Background: an optimization exercise with open tools, aiming at small area, a short achievable clock period and few clock cycles. Do not read the settings as production practice. In this exercise RTL edits were held to simulation tests only and were not proved equivalent to the original. No activity file was given, so power comes from the tool's default toggle rates.

<file path="flow/config.mk">
export PLATFORM = sky130hd
export DESIGN_NAME = batbot_codec
export DESIGN_NICKNAME = batbot_codec
export VERILOG_FILES = /design/flow/design.v
export SDC_FILE = /design/flow/constraint.sdc
export NUM_CORES = 4
export LEC_CHECK = 0
export CAP_MARGIN = 20
export CORE_MARGIN = 2
export CORE_UTILIZATION = 25
export PLACE_DENSITY = 0.5
export SLEW_MARGIN = 20
</file>
<file path="flow/constraint.sdc">
create_clock -name core_clock -period 10.0 [get_ports {clk}]
set_input_delay 2.0000 -clock core_clock [delete_from_list [all_inputs] [get_ports {clk}]]
set_output_delay 2.0000 -clock core_clock [all_outputs]
set_load 0.01 [all_outputs]
</file>
<file path="flow/design.v">
module batbot_codec (
    input  wire       clk,
    input  wire       rst,           
    input  wire       rx_valid,
    input  wire [7:0] rx_data,
    input  wire       rx_last,
    output wire       rx_ready,
    output wire       tx_valid,
    output wire [7:0] tx_data,
    output wire       tx_last,
    input  wire       tx_ready,
    input  wire [3:0] enc_a,
    input  wire [3:0] enc_b
);
    localparam N_ACT     = 4;
    localparam MAX_FRAME = 32;
    localparam [13:0] CPR_GEAR = 14'd3500;         
    localparam [7:0] CODE_SUCCESS   = 8'h00;
    localparam [7:0] CODE_INSTR_ERR = 8'h02;
    localparam [7:0] CODE_CRC_ERR   = 8'h03;
    localparam [7:0] CODE_ID_ERR    = 8'h04;
    localparam [7:0] CODE_PARAM_ERR = 8'h05;
    localparam [7:0] STATUS_OPCODE  = 8'h01;
    localparam [3:0] S_IDLE   = 4'd0,    
                     S_DECODE = 4'd1,
                     S_VCRC   = 4'd2,    
                     S_VCHK   = 4'd3,
                     S_OPC    = 4'd4,
                     S_MID    = 4'd5,
                     S_NPC    = 4'd6,
                     S_EXEC   = 4'd7,
                     S_DIV    = 4'd8,    
                     S_BUILD  = 4'd9,
                     S_TXCRC  = 4'd10,   
                     S_EMIT   = 4'd11;
    function [15:0] crc_table;
        input [7:0] index;
        integer b;
        reg [15:0] c;
        begin
            c = {index, 8'h00};
            for (b = 0; b < 8; b = b + 1)
                c = c[15] ? ((c << 1) ^ 16'h8005) : (c << 1);
            crc_table = c;
        end
    endfunction
    function [15:0] crc_update;
        input [15:0] accum;
        input [7:0]  data;
        begin
            crc_update = {accum[7:0], 8'h00} ^ crc_table(accum[15:8] ^ data);
        end
    endfunction
    function signed [15:0] quad_delta;
        input [3:0] index;
        begin
            case (index)
                4'd1, 4'd7, 4'd8, 4'd14: quad_delta = -16'sd1;
                4'd2, 4'd4, 4'd11, 4'd13: quad_delta = 16'sd1;
                default:                  quad_delta = 16'sd0;
            endcase
        end
    endfunction
    reg  [3:0]  stage;
    reg  [7:0]  rx_buf [0:MAX_FRAME-1];
    reg  [5:0]  rx_len;                  
    reg         rx_over;
    reg  [7:0]  tx_buf [0:MAX_FRAME-1];
    reg  [5:0]  tx_len;
    reg  [5:0]  tx_idx;
    reg  [7:0]  f_len, f_id, f_op;
    reg  [5:0]  idx;                     
    reg  [15:0] crc;
    reg  [7:0]  result;
    reg  [15:0] angle;                   
    reg  [23:0] div_num;
    reg  [23:0] div_quo;
    reg  [12:0] div_rem;
    reg  [4:0]  div_cnt;
    reg         div_neg;
    reg  signed [15:0] ticks [0:N_ACT-1];
    reg  [1:0]         phase [0:N_ACT-1];
    integer k;
    wire [7:0] f_np = f_len - 8'd4;
    wire [8:0] rx_l3 = {1'b0, rx_buf[2]} + 9'd3;
    reg        np_ok;
    always @(*) begin
        case (f_op)
            8'd0:    np_ok = 1'b1;
            8'd1:    np_ok = (f_np == 8'd0);
            8'd2:    np_ok = (f_np == 8'd0);
            8'd3:    np_ok = (f_np == 8'd1);
            8'd4:    np_ok = (f_np == 8'd6);
            8'd5:    np_ok = (f_np == 8'd0);
            8'd6:    np_ok = (f_np == 8'd2);
            default: np_ok = 1'b0;
        endcase
    end
    wire signed [15:0] sel_ticks = ticks[f_id[1:0]];
    wire signed [24:0] prod      = sel_ticks * 25'sd360;
    wire        [24:0] prod_abs  = prod[24] ? -prod : prod;
    wire [13:0] div_trial = {div_rem, div_num[23]} - CPR_GEAR[13:0];
    assign rx_ready = (stage == S_IDLE);
    assign tx_valid = (stage == S_EMIT);
    assign tx_data  = tx_buf[tx_idx[4:0]];
    assign tx_last  = (stage == S_EMIT) && (tx_idx == tx_len - 6'd1);
    always @(posedge clk) begin
        if (rst) begin
            stage   <= S_IDLE;
            rx_len  <= 6'd0;
            rx_over <= 1'b0;
            tx_len  <= 6'd0;
            tx_idx  <= 6'd0;
        end else begin
            case (stage)
            S_IDLE: begin
                if (rx_valid) begin
                    if (rx_len < MAX_FRAME) begin
                        rx_buf[rx_len[4:0]] <= rx_data;
                        rx_len <= rx_len + 6'd1;
                    end else begin
                        rx_over <= 1'b1;
                    end
                    if (rx_last)
                        stage <= S_DECODE;
                end
            end
            S_DECODE: begin
                if (rx_over || rx_len < 6'd6 ||
                    rx_buf[0] != 8'hFF || rx_buf[1] != 8'h00 ||
                    rx_l3 > MAX_FRAME || rx_buf[2] < 8'd4 ||
                    rx_l3 != {3'b000, rx_len}) begin
                    rx_len  <= 6'd0;
                    rx_over <= 1'b0;
                    stage   <= S_IDLE;
                end else begin
                    f_len <= rx_buf[2];
                    f_id  <= rx_buf[3];
                    f_op  <= rx_buf[4];
                    crc   <= 16'h0000;
                    idx   <= 6'd2;
                    stage <= S_VCRC;
                end
            end
            S_VCRC: begin
                crc <= crc_update(crc, rx_buf[idx[4:0]]);
                idx <= idx + 6'd1;
                if (idx == f_len[5:0])
                    stage <= S_VCHK;
            end
            S_VCHK: begin
                if (crc != {rx_buf[f_len[4:0] + 5'd1], rx_buf[f_len[4:0] + 5'd2]}) begin
                    result <= CODE_CRC_ERR;
                    stage  <= S_BUILD;
                end else begin
                    stage  <= S_OPC;
                end
            end
            S_OPC: begin
                if (f_op > 8'd6) begin
                    result <= CODE_INSTR_ERR;
                    stage  <= S_BUILD;
                end else begin
                    stage  <= S_MID;
                end
            end
            S_MID: begin
                if (f_id >= N_ACT) begin
                    result <= CODE_ID_ERR;
                    stage  <= S_BUILD;
                end else begin
                    stage  <= S_NPC;
                end
            end
            S_NPC: begin
                if (!np_ok) begin
                    result <= CODE_PARAM_ERR;
                    stage  <= S_BUILD;
                end else begin
                    stage  <= S_EXEC;
                end
            end
            S_EXEC: begin
                result <= CODE_SUCCESS;
                case (f_op)
                    8'd0: begin                      
                        stage  <= S_BUILD;
                    end
                    8'd2: begin                      
                        div_num <= prod_abs[23:0];
                        div_neg <= prod[24];
                        div_rem <= 13'd0;
                        div_quo <= 24'd0;
                        div_cnt <= 5'd0;
                        stage   <= S_DIV;
                    end
                    default: begin                   
                        stage  <= S_BUILD;
                    end
                endcase
            end
            S_DIV: begin
                if (!div_trial[13]) begin
                    div_rem <= div_trial[12:0];
                    div_quo <= {div_quo[22:0], 1'b1};
                end else begin
                    div_rem <= {div_rem[11:0], div_num[23]};
                    div_quo <= {div_quo[22:0], 1'b0};
                end
                div_num <= {div_num[22:0], 1'b0};
                div_cnt <= div_cnt + 5'd1;
                if (div_cnt == 5'd23)
                    stage <= S_BUILD;
            end
            S_BUILD: begin
                tx_buf[0] <= 8'hFF;
                tx_buf[1] <= 8'h00;
                tx_buf[3] <= f_id;
                if (result != CODE_SUCCESS) begin
                    tx_buf[2] <= 8'd5;
                    tx_buf[4] <= STATUS_OPCODE;
                    tx_buf[5] <= result;
                    f_len     <= 8'd5;
                end else if (f_op == 8'd0) begin
                    tx_buf[2] <= f_len;
                    tx_buf[4] <= f_op;
                    for (k = 5; k < MAX_FRAME; k = k + 1)
                        tx_buf[k] <= rx_buf[k];
                end else if (f_op == 8'd2) begin
                    tx_buf[2] <= 8'd6;
                    tx_buf[4] <= f_op;
                    tx_buf[5] <= angle[15:8];
                    tx_buf[6] <= angle[7:0];
                    f_len     <= 8'd6;
                end else begin
                    tx_buf[2] <= 8'd5;
                    tx_buf[4] <= f_op;
                    tx_buf[5] <= CODE_SUCCESS;
                    f_len     <= 8'd5;
                end
                crc   <= 16'h0000;
                idx   <= 6'd2;
                stage <= S_TXCRC;
            end
            S_TXCRC: begin
                if (idx <= f_len[5:0]) begin
                    crc <= crc_update(crc, tx_buf[idx[4:0]]);
                    idx <= idx + 6'd1;
                end else begin
                    tx_buf[f_len[4:0] + 5'd1] <= crc[15:8];
                    tx_buf[f_len[4:0] + 5'd2] <= crc[7:0];
                    tx_len <= f_len[5:0] + 6'd3;
                    tx_idx <= 6'd0;
                    stage  <= S_EMIT;
                end
            end
            S_EMIT: begin
                if (tx_ready) begin
                    tx_idx <= tx_idx + 6'd1;
                    if (tx_idx == tx_len - 6'd1) begin
                        rx_len  <= 6'd0;
                        rx_over <= 1'b0;
                        stage   <= S_IDLE;
                    end
                end
            end
            default: stage <= S_IDLE;
            endcase
        end
    end
    always @(*) begin
        angle = div_neg ? -div_quo[15:0] : div_quo[15:0];
    end
    reg  [1:0] enc_prev [0:N_ACT-1];     
    integer i;
    always @(posedge clk) begin
        for (i = 0; i < N_ACT; i = i + 1) begin
            enc_prev[i] <= {enc_a[i], enc_b[i]};
            if (rst) begin
                ticks[i] <= 16'sd0;
                phase[i] <= 2'b00;
            end else if (stage == S_EXEC && f_op == 8'd5 && f_id == i[7:0]) begin
                ticks[i] <= 16'sd0;
                phase[i] <= 2'b00;
            end else if ({enc_a[i], enc_b[i]} != enc_prev[i]) begin
                ticks[i] <= ticks[i] + quad_delta({phase[i], enc_a[i], enc_b[i]});
                phase[i] <= {enc_a[i], enc_b[i]};
            end
        end
    end
endmodule
</file>
<file path="flow/run.sh">
#!/bin/bash
# synth_recipe.tcl (not shown) runs the flow's synth.tcl, then flattens the netlist and writes it again
# the make line also repeats each setting of config.mk as NAME=value (left out here)
make -C /OpenROAD-flow-scripts/flow DESIGN_CONFIG=/design/flow/config.mk WORK_HOME=/design/flow/orfs CLKGATE_MAP_FILE= SYNTH_SCRIPT=/design/flow/synth_recipe.tcl finish
</file>
==> run summary <==
- The total stage count of the critical path is 20.
- The synthesized net count is 4139.
- During synthesis, Yosys emitted a total of 4 warnings.
- The highest achievable clock rate is ~0.15 GHz.
- The run finished with no timing, DRC or antenna violations.
- For the pin with the worst max-slew slack, the measured transition is 1.18 ns.
- The post-cts sizing count is 0.
- The post-detailed-routing wire length is 178000 um.
- The worst path needs 6.79 ns of the cycle, external delays included.
- Each instance of the synthesized netlist takes up on average approximately 12 um^2.
- The layout-stage area growth over the synthesis result is 11.9%.
- For this design, the sink count on the clock tree is 730.
- The number of max-cap violations is 0.
- Once the floorplan was initialized, standard cells occupied between 20% and 30% of the core.
- Summing over every cut layer, the via total after detailed routing is 34500.
- In this run the standard cell core region covers 188000 um^2.
- The number of optimization iterations in the first detailed-route pass is 6.
- The path class of the tightest hold or removal check is register to register.
- Across the routed clock network, the largest skew measured is 0.0220 ns.
- The first-pass GRT wire length is between 200000 and 300000 um.
- The number of global-route vias before repair came to ~33000.
- The CTS clock-pin slew for the worst setup and hold paths is 0.06 ns.
- The root buffer selected by CTS is clkbuf_16.
- In the routed design, unresolved DRC markers number 0.
- The required time at the worst-slack endpoint is 10.45 ns.
- Counting the buffers created by CTS gives 84.
- Along the worst hold path, the cell count comes to 2.
- The most critical setup path has its startpoint at f_id[0]$_DFFE_PP_.
- The start-to-end type of the worst setup path is register to register.
- Together, buffers and inverters on the worst path number 3.
- The number of antenna cells inserted is 0.
- Setup violations remaining at the end of the flow were counted as 0.
- The top fanout value on the critical path is 20.
- The signal on the critical path passes through mux4_2, ha_1, ha_1, ha_1, inv_1, fa_1, inv_1, ha_1, a21o_1, a21oi_1, o21a_1, o211ai_1, a41oi_1, o21ai_0, o31a_1, xnor2_1, inv_1, nand2_1, xnor2_1, mux2_2.
- The number of nets at the end of the flow is between 4000 and 5000.
- Yosys attributes the largest share of cell area to edfxtp_1 (39%), mux4_2 (17%), mux2i_1 (6.7%).
- Counting flops and latches in the post-synthesis netlist gives 730.
- The worst pin sits at a relative slew slack of 21.5%.
- The category of the worst setup path capture point is a register.
- Summed over all cells, the static leakage comes to 19.5 nW.
- The dominant synthesized flop cell is edfxtp_1.
- The placement-stage cell area is 50300 um^2.
- In this run the post-CTS setup repair buffer count came out at 0.
- The count of flip-flops with a built-in enable after synthesis is 617.
- The delay of the slowest cell on the worst path is 0.97 ns.
- The CTS H-tree depth is 3.
- The cell type with the highest occurrence count on the critical path is ha_1.
- The post-synthesis cell area is about 47000 um^2.
- The top cell type by total area after synthesis is edfxtp_1.
- Routability-driven placement finished with a final weighted congestion of 0.962.
- The latest clock arrival within the worst-skew pair is around 0.72 ns.
- The die extent in y is between 400 and 500 um.
- The remaining number of nets flagged by the antenna check after routing is 0.
- The TritonCTS clock tree is done.
- The critical register-to-register path startpoint is f_id[0]$_DFFE_PP_.
- The share of the Yosys chip area taken by registers is 43.8%.
- The sort of element at the start of the critical path is a register.
- Setup total negative slack on the finished layout was measured at 0 ns.
- STA puts the critical path data arrival time at 7.24 ns.
- The max-slew violation count is 0.
- The launch point of the worst hold path is ticks[2][15]$_SDFFE_PP0P_.
- The number of top-level pins is 32.
- The total routing usage reported by global routing is 18.0%.
- The die boundary width is roughly 440 um.
- Counting instances in the post-synthesis netlist gives the leading cell types as edfxtp_1 (617), nor2_1 (471), a21oi_1 (371).
- The slowest stage of the critical path belongs to the cell edfxtp_1.
- Summed over all nets, the half-perimeter wirelength after detailed placement is approximately 130000 um.
- The initial antenna violation count is 1.
- IR analysis of the VDD net gives a maximum drop of about 0.00034 V.
- Dividing the detail-routed via count by the number of cells gives approximately 5.4.
- The die covers 193000 um^2.
- The synthesized design devotes to its leading area cell type 39.0% of total area.
- The largest buffer count on any clock path is 3.
- The largest net degree at the start of global routing is 92.
- Hold repair after CTS inserted 0 buffers.
- The summed area of non-filler cells in the final layout is approximately 53000 um^2.
- The ratio of final minimum period to clock period is 67.9%.
- Counting cells, the worst reg-to-reg path comes to 20.
- The first routing iteration left 4366 violations.
- The number of different library cells used by synthesis comes to 82.
- Dividing the detail-routed wire length by the instance count gives 27.8 um.
- Power spread over the standard cell area amounts to 218 nW/um^2.
- Global routing finished with a remaining overflow of 0.
- The count of input and output buffers is 31.
- Synthesis produced roughly 3900 cells.
- The count of final hold-check violations is 0.
- Setup repair after global routing left no endpoint under its margin.
- The kind of cell with the highest combined delay along the critical path is adder cells.
- The share of layout cells above drive strength 1 is 16.3%.
- The initialized floorplan defines 159 standard-cell rows.
- The fraction of registers with async set or reset after synthesis is 0%.
- The most used standard cell by instance count after synthesis is edfxtp_1.
[layout make-up]
cell class / instances / area, um^2
Timing Repair Buffer: 98 / 843
Tap cell: 2495 / 3120
Clock buffer: 101 / 2240
Sequential cell: 730 / 20800
Fill cell: 19300 / 135000
Multi-Input combinational cell: 2828 / 25200
Inverter: 94 / 353
Clock inverter: 55 / 549
[worst paths after layout]
path / end / slack (ns)
setup / recovery: div_num[15]$_DFFE_PP_ / 3.21
hold / removal: ticks[2][15]$_SDFFE_PP0P_ / 0.49
setup reg to reg: div_num[15]$_DFFE_PP_ / 3.21
hold reg to reg: ticks[2][15]$_SDFFE_PP0P_ / 0.49
[stage by stage]
step	hold WS, ns	util [%]	setup slack [ns]	cells	power [W]
2_1_floorplan	0.438	-	3.79	3929	0.00693
5_1_grt	0.508	28.2	2.81	6401	0.0120
6_report	0.489	28.2	3.21	6401	0.0116
3_3_place_gp	0.473	26.7	2.97	6244	0.00835
3_5_place_dp	0.484	26.7	2.91	6244	0.00836
4_1_cts	0.493	28.2	2.85	6400	0.0116
[worst register-to-register path, stage by stage, from the launching register on]
cell      delay (ns)
edfxtp_1        0.97
mux4_2          0.50
ha_1            0.33
ha_1            0.28
ha_1            0.28
inv_1           0.05
fa_1            0.49
inv_1           0.04
ha_1            0.31
a21o_1          0.19
a21oi_1         0.32
o21a_1          0.19
o211ai_1        0.13
a41oi_1         0.33
o21ai_0         0.16
o31a_1          0.26
xnor2_1         0.73
inv_1           0.45
nand2_1         0.17
xnor2_1         0.08
mux2_2          0.27
[sequential cells by signal, summed over array words and instances, names as in the netlist, 8 cells and up, named ones only]
register and cells:
rx_buf 256, tx_buf 256, ticks 64, div_num 21, crc 16, div_quo 16
div_rem 13, enc_prev 8, f_id 8, f_len 8, f_op 8, phase 8
[power by group]
group / switching (W) / internal [W]
logic: 0.00278 / 0.00179
registers: 0.000243 / 0.00353
clock network: 0.00137 / 0.00184
total: 0.00440 / 0.00716
[cell families after synthesis]
family | after synthesis | share of synthesized area, %
xor gates and xnor gates | 225 | 4.24
adders and majority gates | 189 | 5.49
buffers and inverters | 371 | 3.36
muxes | 708 | 24.8
AOI/OAI and AO/OA | 699 | 8.87
and+or+nand+nor | 1007 | 9.46
DFF | 730 | 43.8
[per-layer routing]
metal / vias to the layer above / GRT usage [%] / part of all wire (%)
met5: - / 0.397 / 0.069
met3: 324 / 3.81 / 9.5
met2: 1946 / 27.7 / 45
li1: 14900 / - / -
met4: 4 / 9.30 / 5.6
met1: 17400 / 23.9 / 40
[layout by cell type (no fill, tap or decap), drive strengths merged, types with 55 or more instances in the layout]
master,count
edfxtp,617
nor2,471
a21oi,372
mux4,371
mux2i,318
nand2,208
xnor2,169
ha,157
dfxtp,113
nand3,106
clkbuf,101
inv,100
o21ai,73
buf,70
xor2,55
Testbench counts, summed over its fixed seeds: cycles 79,735.

port drivers added, routing unchanged:
How much do the figures lean on ideal ports? The routed layout below was timed once more, with nothing changed but the port constraints. Step 1 assumes that a clkbuf_16 drives the clock port and a buf_2 every other input. Step 2, shift: input delay + t, output delay - t, t = (earliest + latest rising clock arrival at the registers) / 2. This alone moves slack from input paths to output paths. Three values: no drivers, after step 1, after step 2; two values: the first two.
t, ns: 0.782
slack for setup (ns): 3.210 / 3.210 / 3.210
hold WS [ns]: 0.489 / 0.489 / 0.489
worst setup path at the end: register to register
After both steps setup and hold are still met in this run. The setup slack of this run moves by 0.000 ns with the drivers and by 0.000 ns with both steps.
